This is an optimization exercise on Yosys and OpenROAD, whose aim is small area, a short achievable clock period and few clock cycles per item, not a production implementation. RTL that was checked went through simulation tests only; none was proved equivalent to the original. Power and IR drop assume default switching activity.

== red ==
==> flow/design.v (excerpt) <==
module ewma_rtt_estimator (
    input  wire        clk,
    input  wire        rst,
    input  wire        cmd_valid,
    output wire        cmd_ready,
    input  wire [1:0]  cmd_op,
    input  wire [63:0] cmd_data,
    output reg         done,
    output reg  [63:0] est_rtt,
    output reg  [63:0] dev_rtt,
    output reg  [63:0] timeout_interval,
    output reg         rtt_valid
);
Size: ~3200 cells after synthesis, ~400 flip-flops, roughly 260 I/O pins.
Settings: LEC_CHECK=0, CAP_MARGIN=20, CORE_MARGIN=2, CORE_UTILIZATION=40, PLACE_DENSITY=0.7, SLEW_MARGIN=20; clock period 18.0 ns.
standard.sh (not shown) runs the stock make flow with config.mk's settings and CLKGATE_MAP_FILE= SYNTH_SCRIPT=/design/flow/synth_recipe.tcl, a recipe that flattens the netlist after the stock synthesis.
==> flow/flow/run.sh <==
#!/bin/bash
# The standard layout (standard synthesis and ORFS steps unchanged) with
# extra make settings from flow/settings.txt, one NAME=VALUE per line:
# timing repair aims for a setup slack margin, so it works towards a shorter
# achieved period at the design's clock period and constraints.
set -euo pipefail
args=()
while IFS= read -r line; do
  [[ -n "$line" && "$line" != \#* ]] && args+=("$line")
done < flow/settings.txt
bash standard.sh "${args[@]}" finish > standard_flow.log 2>&1
==> flow/flow/settings.txt <==
SETUP_SLACK_MARGIN=13.2
BUFFER_PORTS_ARGS=-buffer_cell sky130_fd_sc_hd__buf_1
CTS_ARGS=-sink_clustering_enable -repair_clock_nets -dont_use_dummy_load -root_buf sky130_fd_sc_hd__clkbuf_16 -buf_list sky130_fd_sc_hd__clkbuf_8
Testbench counts of red, summed over its fixed seeds: cycles 12,016, items 12,000.
The inputs of blue differ from those of red as listed below.
Settings: PLACE_DENSITY no longer set, was 0.7.
Notes after the runs:
From red to blue, number of flip-flops and latches did not move at all.
Maximum fanout encountered on the critical timing path was higher in red than in blue.
red → blue: first-pass GRT wire length went up, clock network power share did not really move.
Between red and blue, the net switching fraction of the power figures differ only marginally.
[blue] post-synthesis to final-layout area growth rose 0.52 points relative to red
Final critical-path setup slack (higher): blue
Share of cell area taken by muxes after synthesis delta (blue -> red): insignificant
Comparing blue with red, the power came out essentially unchanged.


ewma_rtt_estimator again, from the RTL that the note above started with.
==> flow/config.mk <==
export PLATFORM = sky130hd
export DESIGN_NAME = ewma_rtt_estimator
export DESIGN_NICKNAME = ewma_rtt_estimator
export VERILOG_FILES = /design/flow/design.v
export SDC_FILE = /design/flow/constraint.sdc
export NUM_CORES = 4
export LEC_CHECK = 0
export CAP_MARGIN = 20
export CORE_MARGIN = 2
export CORE_UTILIZATION = 45
export SLEW_MARGIN = 20
==> flow/constraint.sdc <==
create_clock -name core_clock -period 18.0 [get_ports {clk}]
set_input_delay 3.6000 -clock core_clock [delete_from_list [all_inputs] [get_ports {clk}]]
set_output_delay 3.6000 -clock core_clock [all_outputs]
set_load 0.01 [all_outputs]
==> flow/flow/settings.txt <==
SETUP_SLACK_MARGIN=13.2
BUFFER_PORTS_ARGS=-buffer_cell sky130_fd_sc_hd__buf_1
CTS_ARGS=-sink_clustering_enable -repair_clock_nets -dont_use_dummy_load -sink_clustering_size 16 -sink_clustering_max_diameter 100
Scripts as last shown in full above: flow/flow/run.sh
Testbench counts at the start, summed over its fixed seeds: cycles 12,016, items 12,000.
Change:
==> flow/flow/settings.txt (replaced) <==
SETUP_SLACK_MARGIN=13.2
BUFFER_PORTS_ARGS=-buffer_cell sky130_fd_sc_hd__buf_1
CTS_ARGS=-sink_clustering_enable -repair_clock_nets -dont_use_dummy_load -sink_clustering_size 20 -sink_clustering_max_diameter 120
CORE_UTILIZATION = 47   (was 45)
What happened: Sequential cell count is unchanged. Die area went down by 4.2%. Total power went down by 0.87%. Clock-buffer cell count went down by 7. Register-to-register slack gains 0.09 ns.


The RTL this note starts from:
==> flow/design.v <==
module ewma_rtt_estimator (
    input  wire        clk,
    input  wire        rst,
    input  wire        cmd_valid,
    output wire        cmd_ready,
    input  wire [1:0]  cmd_op,
    input  wire [63:0] cmd_data,
    output reg         done,
    output reg  [63:0] est_rtt,
    output reg  [63:0] dev_rtt,
    output reg  [63:0] timeout_interval,
    output reg         rtt_valid
);
    localparam [1:0] OP_UPDATE   = 2'd0;
    localparam [1:0] OP_WRITE_TO = 2'd1;
    localparam [1:0] OP_RESET    = 2'd2;
    localparam [1:0] OP_NOP      = 2'd3;
    localparam [63:0] INIT_TIMEOUT = 64'h0000_0000_0001_0000;  
    assign cmd_ready = 1'b1;
    reg        c_valid;
    reg [1:0]  c_op;
    reg [63:0] c_data;
    always @(posedge clk) begin
        c_valid <= rst ? 1'b0 : cmd_valid;
        c_op    <= cmd_op;
        c_data  <= cmd_data;
    end
    wire a_upd = c_valid && (c_op == OP_UPDATE);
    wire a_wto = c_valid && (c_op == OP_WRITE_TO);
    wire a_clr = rst || (c_valid && (c_op == OP_RESET));
    reg [63:0] a_est;      
    reg        a_vld;      
    wire [63:0] S = c_data;
    wire [63:0] e = a_est | (S & {64{~a_vld}});
    wire [67:0] u0 = {1'b0, e, 3'b000};
    wire [67:0] u1 = {4'b1111, ~e};
    wire [67:0] u2 = {4'b0000, S};
    wire [67:0] su = u0 ^ u1 ^ u2;
    wire [67:0] cu = {((u0[66:0] & u1[66:0]) | (u0[66:0] & u2[66:0]) | (u1[66:0] & u2[66:0])), 1'b1};
    wire [3:0]  lo3 = {1'b0, su[2:0]} + {1'b0, cu[2:0]};
    wire        c3  = lo3[3];
    wire [63:0] est_new;
    pfx_add #(.W(64)) add_est (.a(su[66:3]), .b(cu[66:3]), .cin(c3), .s(est_new), .co());
    wire [64:0] d0 = {1'b0, S};
    wire [64:0] d1 = ~su[67:3];
    wire [64:0] d2 = ~cu[67:3];
    wire [64:0] sd = d0 ^ d1 ^ d2;
    wire [64:0] cd = {((d0[63:0] & d1[63:0]) | (d0[63:0] & d2[63:0]) | (d1[63:0] & d2[63:0])), ~c3};
    wire [64:0] diff;
    pfx_add #(.W(65)) add_diff (.a(sd), .b(cd), .cin(1'b1), .s(diff), .co());
    wire        neg = diff[64];
    reg [63:0] b_mag;      
    reg        b_neg;
    reg        b_upd, b_wto, b_clr, b_valid;
    reg [63:0] b_est;      
    always @(posedge clk) begin
        if (a_clr) begin
            a_est <= 64'd0;
            a_vld <= 1'b0;
        end else if (a_upd) begin
            a_est <= est_new;
            a_vld <= 1'b1;
        end
        b_mag   <= a_wto ? S : (diff[63:0] ^ {64{neg}});
        b_neg   <= neg;
        b_upd   <= a_upd && !rst;
        b_wto   <= a_wto && !rst;
        b_clr   <= a_clr;
        b_valid <= c_valid && !rst;
    end
    wire [65:0] t0 = {1'b0, dev_rtt, 1'b0};
    wire [65:0] t1 = {2'b00, dev_rtt};
    wire [65:0] t2 = {2'b00, b_mag};
    wire [65:0] x  = t0 ^ t1 ^ t2;
    wire [65:0] y  = {((t0[64:0] & t1[64:0]) | (t0[64:0] & t2[64:0]) | (t1[64:0] & t2[64:0])), b_neg};
    wire        c2 = (x[1] & y[1]) | ((x[1] ^ y[1]) & x[0] & y[0]);
    wire [63:0] dev_new;
    pfx_add #(.W(64)) add_dev (.a(x[65:2]), .b(y[65:2]), .cin(c2), .s(dev_new), .co());
    wire [66:0] v0 = {3'b000, a_est};
    wire [66:0] v1 = {1'b0, x[65:2], 2'b00};
    wire [66:0] v2 = {1'b0, y[65:2], 2'b00};
    wire [66:0] sv = v0 ^ v1 ^ v2;
    wire [66:0] cv = {((v0[65:0] & v1[65:0]) | (v0[65:0] & v2[65:0]) | (v1[65:0] & v2[65:0])), 1'b0};
    wire [66:0] cv2 = {cv[66:3], c2, cv[1:0]};    
    wire [66:0] to_sum;
    pfx_add #(.W(67)) add_to (.a(sv), .b(cv2), .cin(1'b0), .s(to_sum), .co());
    wire        ovf = |to_sum[66:64];
    always @(posedge clk) begin
        done      <= b_valid && !rst;
        est_rtt   <= a_est;
        rtt_valid <= a_vld;
        if (b_clr || rst) begin
            dev_rtt          <= 64'd0;
            timeout_interval <= INIT_TIMEOUT;
        end else if (b_upd) begin
            dev_rtt          <= dev_new;
            timeout_interval <= to_sum[63:0] | {64{ovf}};
        end else if (b_wto) begin
            timeout_interval <= b_mag;
        end
    end
endmodule
module pfx_add #(parameter W = 64) (
    input  wire [W-1:0] a,
    input  wire [W-1:0] b,
    input  wire         cin,
    output wire [W-1:0] s,
    output wire         co
);
    wire [W-1:0] p = a ^ b;
    reg  [W-1:0] g, t, ng, nt;
    integer i, l, d;
    always @* begin
        g = a & b;
        t = p;
        g[0] = g[0] | (p[0] & cin);
        for (l = 1; l < W; l = l * 2) begin
            ng = g; nt = t;
            for (i = 0; i < W; i = i + 1)
                if (((i / l) % 2) == 1) begin
                    d = (i / l) * l - 1;
                    ng[i] = g[i] | (t[i] & g[d]);
                    nt[i] = t[i] & t[d];
                end
            g = ng; t = nt;
        end
    end
    assign s  = p ^ {g[W-2:0], cin};
    assign co = g[W-1];
endmodule
Settings: LEC_CHECK=0, CAP_MARGIN=20, CORE_MARGIN=2, CORE_UTILIZATION=40, SLEW_MARGIN=20; clock period 18.0 ns.
run.sh (not shown) runs the stock make flow with config.mk's settings and CLKGATE_MAP_FILE= SYNTH_SCRIPT=/design/flow/synth_recipe.tcl, a recipe that flattens the netlist after the stock synthesis.
Stock flow here: none of the scripts above is used.
The baseline produced a clean layout.
Rerun with:
==> flow/flow/run.sh (new file) <==
#!/bin/bash
set -euo pipefail
MARGIN=$(cat flow/margin.txt)
bash standard.sh SETUP_SLACK_MARGIN="$MARGIN" finish > standard_flow.log 2>&1
==> flow/flow/margin.txt (new file) <==
13
==> flow/standard.sh (new file) <==
#!/bin/bash
# synth_recipe.tcl (not shown) runs the flow's synth.tcl, then flattens the netlist and writes it again
# the make line also repeats each setting of config.mk as NAME=value (left out here)
make -C /OpenROAD-flow-scripts/flow DESIGN_CONFIG=/design/flow/config.mk WORK_HOME=/design/flow/orfs CLKGATE_MAP_FILE= SYNTH_SCRIPT=/design/flow/synth_recipe.tcl "${@:-finish}"
removed: flow/run.sh
- maximum frequency increases by 25%
- sequential cell count stays the same
- worst setup slack is better by 1.4 ns
- routed wire length increases by 9.8%
- final area increases by 8.5%
- clock power hardly moves
No run of this note included a check of the RTL's function; only the layout flow was run.


Setup of alpha:
ewma_rtt_estimator with an RTL version that a note above also has.
Size in the first run: about 3,200 cells after synthesis, roughly 400 flip-flops.
==> flow/design.v (excerpt) <==
module ewma_rtt_estimator (
    input  wire        clk,
    input  wire        rst,
    input  wire        cmd_valid,
    output wire        cmd_ready,
    input  wire [1:0]  cmd_op,
    input  wire [63:0] cmd_data,
    output reg         done,
    output reg  [63:0] est_rtt,
    output reg  [63:0] dev_rtt,
    output reg  [63:0] timeout_interval,
    output reg         rtt_valid
);
clock: 18.0 ns
lec_check: 0
cap_margin: 20
core_margin: 2
core_utilization: 40
slew_margin: 20
standard.sh (not shown) runs the stock make flow with config.mk's settings and CLKGATE_MAP_FILE= SYNTH_SCRIPT=/design/flow/synth_recipe.tcl, a recipe that flattens the netlist after the stock synthesis.
==> flow/flow/run.sh <==
#!/bin/bash
# The standard layout (standard synthesis and ORFS steps unchanged) with
# extra make settings from flow/settings.txt, one NAME=VALUE per line:
# timing repair aims for a setup slack margin, so it works towards a shorter
# achieved period at the design's clock period and constraints.
set -euo pipefail
args=()
while IFS= read -r line; do
  [[ -n "$line" && "$line" != \#* ]] && args+=("$line")
done < flow/settings.txt
bash standard.sh "${args[@]}" finish > standard_flow.log 2>&1
==> flow/flow/settings.txt <==
SETUP_SLACK_MARGIN=13.2
BUFFER_PORTS_ARGS=-buffer_cell sky130_fd_sc_hd__buf_1
CTS_ARGS=-sink_clustering_enable -repair_clock_nets -dont_use_dummy_load -root_buf sky130_fd_sc_hd__clkbuf_16 -buf_list sky130_fd_sc_hd__clkbuf_4
alpha finished all stages; the layout is clean.
Testbench counts of alpha, summed over its fixed seeds: cycles 12,016, items 12,000.
## Diff of input files: beta against alpha
- changing CORE_UTILIZATION from 40 to 50
==> flow/flow/settings.txt <==
SETUP_SLACK_MARGIN=13.2
BUFFER_PORTS_ARGS=-buffer_cell sky130_fd_sc_hd__buf_1
CTS_ARGS=-sink_clustering_enable -repair_clock_nets -dont_use_dummy_load -sink_clustering_size 16 -sink_clustering_max_diameter 100
- Between alpha and beta, clock input transition at the sequential cells of the worst setup and hold paths is lower for alpha, beta comes in above that.
- Between alpha and beta, worst setup slack for register-to-register paths is lower for alpha, beta comes in above that.
- Any difference in hold slack between alpha and beta is small enough to ignore.
- Looking at shortest period the worst path allows across both flows, beta is the weaker of the two, with alpha ahead.
Inputs modified between beta and gamma:
- changing CORE_UTILIZATION from 50 to 40
==> flow/flow/settings.txt <==
SETUP_SLACK_MARGIN=13.15
BUFFER_PORTS_ARGS=-buffer_cell sky130_fd_sc_hd__buf_1
CTS_ARGS=-sink_clustering_enable -repair_clock_nets -dont_use_dummy_load -sink_clustering_size 20 -sink_clustering_max_diameter 120
[summary]
beta and gamma all finish clean.
Global-route usage | gamma below beta
Delta (gamma minus beta): maximum single-stage delay on the critical path climbed 0.02 ns; routed wire length dropped 1.9 mm.
diff inputs: gamma => delta
==> flow/flow/settings.txt <==
SETUP_SLACK_MARGIN=13.25
BUFFER_PORTS_ARGS=-buffer_cell sky130_fd_sc_hd__buf_1
CTS_ARGS=-sink_clustering_enable -repair_clock_nets -dont_use_dummy_load -sink_clustering_size 20 -sink_clustering_max_diameter 120
Notes after the runs:
- delta: flow completed, timing, DRC and antenna clean
- On final setup slack of the worst path, gamma loses to delta.
- Cmp gamma and delta / amount of wire on met2 after detailed routing / lower: gamma
- Total core area came out exactly the same in gamma and delta.
- Of gamma and delta, the run reporting the lower buffer share of cell area was gamma.
- In the final design statistics, delta uses more standard cells in total than gamma.
- Sequential portion of the cell area in delta is 0.20 points below gamma.
- [compare] base=gamma new=delta: layout buffer count excluding clock buffers increased by 73 relative to the old numbers, post-detailed-routing wire length climbed 1.3 mm, clock-net power essentially unchanged, total power after layout neither gained nor lost much.
- Run comparison: delta end point of the critical path dev_rtt[40]; gamma end point of the critical path timeout_interval[18]


Another version of the RTL of ewma_rtt_estimator (not shown whole).
Size: ~400 flip-flops, about 0.031 mm² of cells after synthesis.
Settings: LEC_CHECK=0, CAP_MARGIN=20, CORE_MARGIN=2, CORE_UTILIZATION=40, SLEW_MARGIN=20; clock period 18.0 ns.
==> flow/flow/settings.txt <==
SETUP_SLACK_MARGIN=13.2
BUFFER_PORTS_ARGS=-buffer_cell sky130_fd_sc_hd__buf_1
CTS_ARGS=-sink_clustering_enable -repair_clock_nets -dont_use_dummy_load -root_buf sky130_fd_sc_hd__clkbuf_16 -buf_list sky130_fd_sc_hd__clkbuf_8
TNS_END_PERCENT=20
Scripts as last shown in full above: flow/flow/run.sh
Testbench counts at the start, summed over its fixed seeds: cycles 12,016, items 12,000.
==> next run, changes <==
==> flow/flow/settings.txt (replaced) <==
SETUP_SLACK_MARGIN=13.35
BUFFER_PORTS_ARGS=-buffer_cell sky130_fd_sc_hd__buf_1
CTS_ARGS=-sink_clustering_enable -repair_clock_nets -dont_use_dummy_load
Outcome: Worst setup slack is better by 180 ps; worst hold slack stays flat; clock power rises by a few percent.
==> next run, changes <==
==> flow/flow/settings.txt (replaced) <==
SETUP_SLACK_MARGIN=13.5
BUFFER_PORTS_ARGS=-buffer_cell sky130_fd_sc_hd__buf_2
CTS_ARGS=-sink_clustering_enable -repair_clock_nets -sink_clustering_size 30 -sink_clustering_max_diameter 120 -dont_use_dummy_load
Result: Fmax stays flat. Area after synthesis does not change. Final cell count rose by 0.77%. Wire length rises by 1.8%. Critical path depth stays the same. Global-route usage went up by 0.19 points. Design area rose by 2.5%. Synthesized cell count stays the same. Combinational power increases by about 8%. Die area stays the same. Sequential share of layout area falls by 0.39 points.


## old
ewma_rtt_estimator, a different RTL version from the one above (not shown whole).
Size in the first run: roughly 3200 cells after synthesis, ~400 flip-flops, roughly 260 I/O pins.
==> flow/config.mk <==
export PLATFORM = sky130hd
export DESIGN_NAME = ewma_rtt_estimator
export DESIGN_NICKNAME = ewma_rtt_estimator
export VERILOG_FILES = /design/flow/design.v
export SDC_FILE = /design/flow/constraint.sdc
export NUM_CORES = 4
export LEC_CHECK = 0
export CAP_MARGIN = 20
export CORE_MARGIN = 2
export CORE_UTILIZATION = 40
export SLEW_MARGIN = 20
==> flow/constraint.sdc <==
create_clock -name core_clock -period 18.0 [get_ports {clk}]
set_input_delay 3.6000 -clock core_clock [delete_from_list [all_inputs] [get_ports {clk}]]
set_output_delay 3.6000 -clock core_clock [all_outputs]
set_load 0.01 [all_outputs]
==> flow/flow/settings.txt <==
SETUP_SLACK_MARGIN=13.2
BUFFER_PORTS_ARGS=-buffer_cell sky130_fd_sc_hd__buf_1
CTS_ARGS=-sink_clustering_enable -repair_clock_nets -dont_use_dummy_load
Scripts as last shown in full above: flow/flow/run.sh
[inputs] new vs old
-- flow/flow/settings.txt --
<<< old, line 1
SETUP_SLACK_MARGIN=13.2
>>> new, line 1
SETUP_SLACK_MARGIN=13.05
## What came out
new against old: smallest setup slack after layout climbed 0.025 ns; area added between synthesis and finish dropped 0.86 points; fraction of the mapped netlist area in adder cells barely changed; first-pass GRT wire length barely changed.
Worst setup path startpoint = dev_rtt[62]: new; worst setup path startpoint = a_est[8]: old
No functional check of the RTL was part of any run of this note.

==> what the ideal ports hide <==
How much do the figures lean on ideal ports? The routed layouts below were timed once more, with nothing changed but the port constraints. Step 1 assumes that a clkbuf_16 drives the clock port and a buf_2 every other input. Step 2 times the ports against the registers' clock, not the clock port: input delays grow and output delays shrink by t, the midpoint of the rising clock arrivals with the driver on. Slacks: ideal / step 1 / step 2; pairs: ideal / step 1.
run	t (ns)	setup WS [ns]	worst setup path after step 2	latest minus earliest clock arrival (ns)	pins driven straight from the clock port
red	0.619	13.207 / 13.143 / 13.292	register to register	0.059 / 0.059	1
blue	0.621	13.236 / 13.170 / 13.326	register to register	0.061 / 0.061	1
the first run of note 2	0.661	13.219 / 13.158 / 13.219	register to register	0.055 / 0.056	1
the second run of note 2	0.652	13.231 / 13.164 / 13.315	register to register	0.032 / 0.032	1
the first run of note 3	0.657	11.019 / 11.019 / 11.019	register to register	0.020 / 0.020	1
the second run of note 3	0.659	12.426 / 12.426 / 12.426	register to register	0.021 / 0.021	1
alpha	0.644	13.232 / 13.165 / 13.315	register to register	0.074 / 0.074	1
beta	0.657	13.209 / 13.147 / 13.328	register to register	0.035 / 0.035	1
gamma	0.653	13.177 / 13.108 / 13.287	register to register	0.046 / 0.047	1
delta	0.650	13.277 / 13.212 / 13.388	register to register	0.046 / 0.046	1
the first run of note 5	0.620	13.124 / 13.064 / 13.213	register to register	0.068 / 0.068	1
the second run of note 5	0.647	13.302 / 13.242 / 13.374	register to register	0.055 / 0.055	1
the third run of note 5	0.631	13.293 / 13.233 / 13.297	register to register	0.071 / 0.071	1
old	0.645	13.070 / 13.070 / 13.070	register to register	0.032 / 0.032	1
new	0.649	13.095 / 13.032 / 13.130	register to register	0.033 / 0.033	1
After both steps setup and hold are still met in every run listed.
